This is an optimization exercise on Yosys and OpenROAD, whose aim is small area, a short achievable clock period and few clock cycles per item, not a production implementation. In this exercise RTL edits were held to simulation tests only and were not proved equivalent to the original. Power figures rest on the tool's default switching activity, not on a simulated workload.

// mwadd
module mwadd (
    input  wire         clk,
    input  wire         rst,
    input  wire         req_valid,
    output wire         req_ready,
    input  wire [31:0]  req_cmd,
    input  wire [191:0] req_x,
    input  wire [191:0] req_y,
    output wire         rsp_valid,
    input  wire         rsp_ready,
    output wire [31:0]  rsp_word,
    output wire [191:0] rsp_z
);
Size in the first run: ~180 flip-flops, roughly 650 I/O pins.
Settings: LEC_CHECK=0, CAP_MARGIN=30, CORE_MARGIN=2, CORE_UTILIZATION=45, SLEW_MARGIN=20; clock period 34.0 ns.
standard.sh (not shown) runs the stock make flow with config.mk's settings and CLKGATE_MAP_FILE= SYNTH_SCRIPT=/design/flow/synth_recipe.tcl, a recipe that flattens the netlist after the stock synthesis.
==> flow/flow/run.sh <==
#!/bin/bash
# The standard layout (standard.sh: unchanged synthesis, floorplan, placement,
# CTS, routing) at the design's SDC, with two changes to how it optimises:
# - repair_timing is asked to keep 19 ns of setup slack, so it keeps shortening
#   paths past the 34 ns constraint;
# - buffer_ports still gives every input and output port its own buffer, but
#   starts from the smallest buffer cell (repair resizes it where timing needs).
# make's output goes to flow_make.log; each ORFS step logs under orfs/logs/.
set -euo pipefail
bash standard.sh SETUP_SLACK_MARGIN=19 "BUFFER_PORTS_ARGS=-buffer_cell sky130_fd_sc_hd__buf_1" finish > flow_make.log 2>&1
Testbench counts at the start, summed over its fixed seeds: cycles 64,000, items 32,000.
Rerun with:
Settings changed: CORE_UTILIZATION 45 to 50.
The changed run finished with timing, DRC and antenna clean.
Power decreases by 1.0%.
Global-route usage increases by 2.8 points.
Routed wire length decreases by 4.6%.
Design area increases by 0.78%.
Setup slack got worse by 72 ps.
Cell count decreases by 1.2%.
Synthesized cell count does not change.
Rerun with:
Settings changed: CAP_MARGIN 30 to 20, CORE_UTILIZATION 50 to 45.
Outcome:
- This time the run produced a layout that fails on max-capacitance violations
- count of clock-buffer cells in the layout grows by 2
- setup slack got worse by 32 ps
- routed wire length grows by 5.8%
Rerun with:
--- a/flow/flow/run.sh
+++ b/flow/flow/run.sh
@@ -4 +4 @@
-# - repair_timing is asked to keep 19 ns of setup slack, so it keeps shortening
+# - repair_timing is asked to keep 18 ns of setup slack, so it keeps shortening
@@ -10 +10 @@
-bash standard.sh SETUP_SLACK_MARGIN=19 "BUFFER_PORTS_ARGS=-buffer_cell sky130_fd_sc_hd__buf_1" finish > flow_make.log 2>&1
+bash standard.sh SETUP_SLACK_MARGIN=18 "BUFFER_PORTS_ARGS=-buffer_cell sky130_fd_sc_hd__buf_1" finish > flow_make.log 2>&1
Settings changed: CAP_MARGIN 20 to 30.
Result:
- The changed run completed with no timing, DRC or antenna violations
- register-to-register slack gains 730 ps
- first-iteration DRC count is higher slightly
- maximum frequency fell by a few percent

* * *

== job 4188 ==
mwadd again, from the RTL that the note above started with.
==> flow/config.mk <==
export PLATFORM = sky130hd
export DESIGN_NAME = mwadd
export DESIGN_NICKNAME = mwadd
export VERILOG_FILES = /design/flow/design.v
export SDC_FILE = /design/flow/constraint.sdc
export NUM_CORES = 4
export LEC_CHECK = 0
export CAP_MARGIN = 20
export CORE_MARGIN = 2
export CORE_UTILIZATION = 45
export SLEW_MARGIN = 20
==> flow/constraint.sdc <==
create_clock -name core_clock -period 34.0 [get_ports {clk}]
set_input_delay 6.8000 -clock core_clock [delete_from_list [all_inputs] [get_ports {clk}]]
set_output_delay 6.8000 -clock core_clock [all_outputs]
set_load 0.01 [all_outputs]
==> flow/flow/run.sh <==
#!/bin/bash
# The standard layout (standard.sh: unchanged synthesis, floorplan, placement,
# CTS, routing) at the design's SDC, except that repair_timing is asked to keep
# 20 ns of setup slack, so it keeps shortening paths past the 34 ns constraint.
# make's output goes to flow_make.log; each ORFS step logs under orfs/logs/.
set -euo pipefail
bash standard.sh SETUP_SLACK_MARGIN=20 finish > flow_make.log 2>&1
Job 4188 finished all stages; the layout is clean.
Testbench counts of job 4188, summed over its fixed seeds: cycles 64,000, items 32,000.
> inputs changed (job 4188 -> job 9740)
Settings: CAP_MARGIN: 20 -> 30; CORE_UTILIZATION: 45 -> 40.
==> flow/flow/run.sh <==
#!/bin/bash
# The standard layout (standard.sh: unchanged synthesis, floorplan, placement,
# CTS, routing) at the design's SDC, with two changes to how it optimises:
# - repair_timing is asked to keep 19 ns of setup slack, so it keeps shortening
#   paths past the 34 ns constraint;
# - buffer_ports still gives every input and output port its own buffer, but
#   starts from the smallest buffer cell (repair resizes it where timing needs).
# make's output goes to flow_make.log; each ORFS step logs under orfs/logs/.
set -euo pipefail
bash standard.sh SETUP_SLACK_MARGIN=19 "BUFFER_PORTS_ARGS=-buffer_cell sky130_fd_sc_hd__buf_1" finish > flow_make.log 2>&1
==> run summary <==
The critical path depth reported for job 9740 is smaller than that of job 4188 by about 5%.
Lower internal reg-to-reg setup slack goes to job 4188 over job 9740.
The setup slack of job 9740 was inferior to that of job 4188.
Between job 9740 and job 4188, it is job 9740 whose overall routing resource usage is lower, by 6.1 points.
Relative to job 4188, pre-CTS worst setup slack has decreased by 0.50 ns in job 9740.
Between job 9740 and job 4188, clock period minus worst slack is higher for job 9740, job 4188 comes in under that.
Modified inputs, job 3809 compared to job 9740
Settings: CAP_MARGIN now 20, was 30; CORE_UTILIZATION now 45, was 40.
diff --git a/flow/flow/run.sh b/flow/flow/run.sh
--- a/flow/flow/run.sh
+++ b/flow/flow/run.sh
@@ -4 +4 @@
-# - repair_timing is asked to keep 19 ns of setup slack, so it keeps shortening
+# - repair_timing is asked to keep 20 ns of setup slack, so it keeps shortening
@@ -10 +10 @@
-bash standard.sh SETUP_SLACK_MARGIN=19 "BUFFER_PORTS_ARGS=-buffer_cell sky130_fd_sc_hd__buf_1" finish > flow_make.log 2>&1
+bash standard.sh SETUP_SLACK_MARGIN=20 "BUFFER_PORTS_ARGS=-buffer_cell sky130_fd_sc_hd__buf_1" finish > flow_make.log 2>&1
Results
The higher area occupied by multi-input gates came out of job 3809.
First-pass GRT wire length: job 9740 vs job 3809, no meaningful difference
Between job 3809 and job 9740, the clock edge transition at the registers on the reported setup and hold paths is lower for job 9740.

-- re-timing with driven ports --
The flow's constraints put no driver on any port. The routed layouts listed below were extracted and timed again, unchanged, in two steps.
Step 1 (the two cells are an assumption about what drives the block):
set clk [get_ports {clk}]
set_driving_cell -lib_cell sky130_fd_sc_hd__clkbuf_16 $clk
set_driving_cell -lib_cell sky130_fd_sc_hd__buf_2 [delete_from_list [all_inputs] $clk]
Step 2, shift: input delay + t, output delay - t, t = (earliest + latest rising clock arrival at the registers) / 2. This alone moves slack from input paths to output paths.
Slacks: ideal / step 1 / step 2; pairs: ideal / step 1.
run | shift t [ns] | slack for setup (ns) | worst setup path after step 2
the first run of note 1 | 0.585 | 18.997 / 19.054 / 18.469 | input to register
the second run of note 1 | 0.566 | 18.925 / 18.966 / 18.401 | input to register
the third run of note 1 | 0.573 | 18.892 / 18.946 / 18.373 | input to register
the fourth run of note 1 | 0.557 | 17.912 / 17.852 / 17.295 | input to register
job 4188 | 0.582 | 19.487 / 19.523 / 18.941 | input to register
job 9740 | 0.599 | 19.067 / 19.125 / 18.525 | input to register
job 3809 | 0.584 | 19.301 / 19.344 / 18.760 | input to register
The setup slack of the fourth run of note 1, which loses most, moves by -0.060 ns with the drivers and by -0.617 ns with both steps.
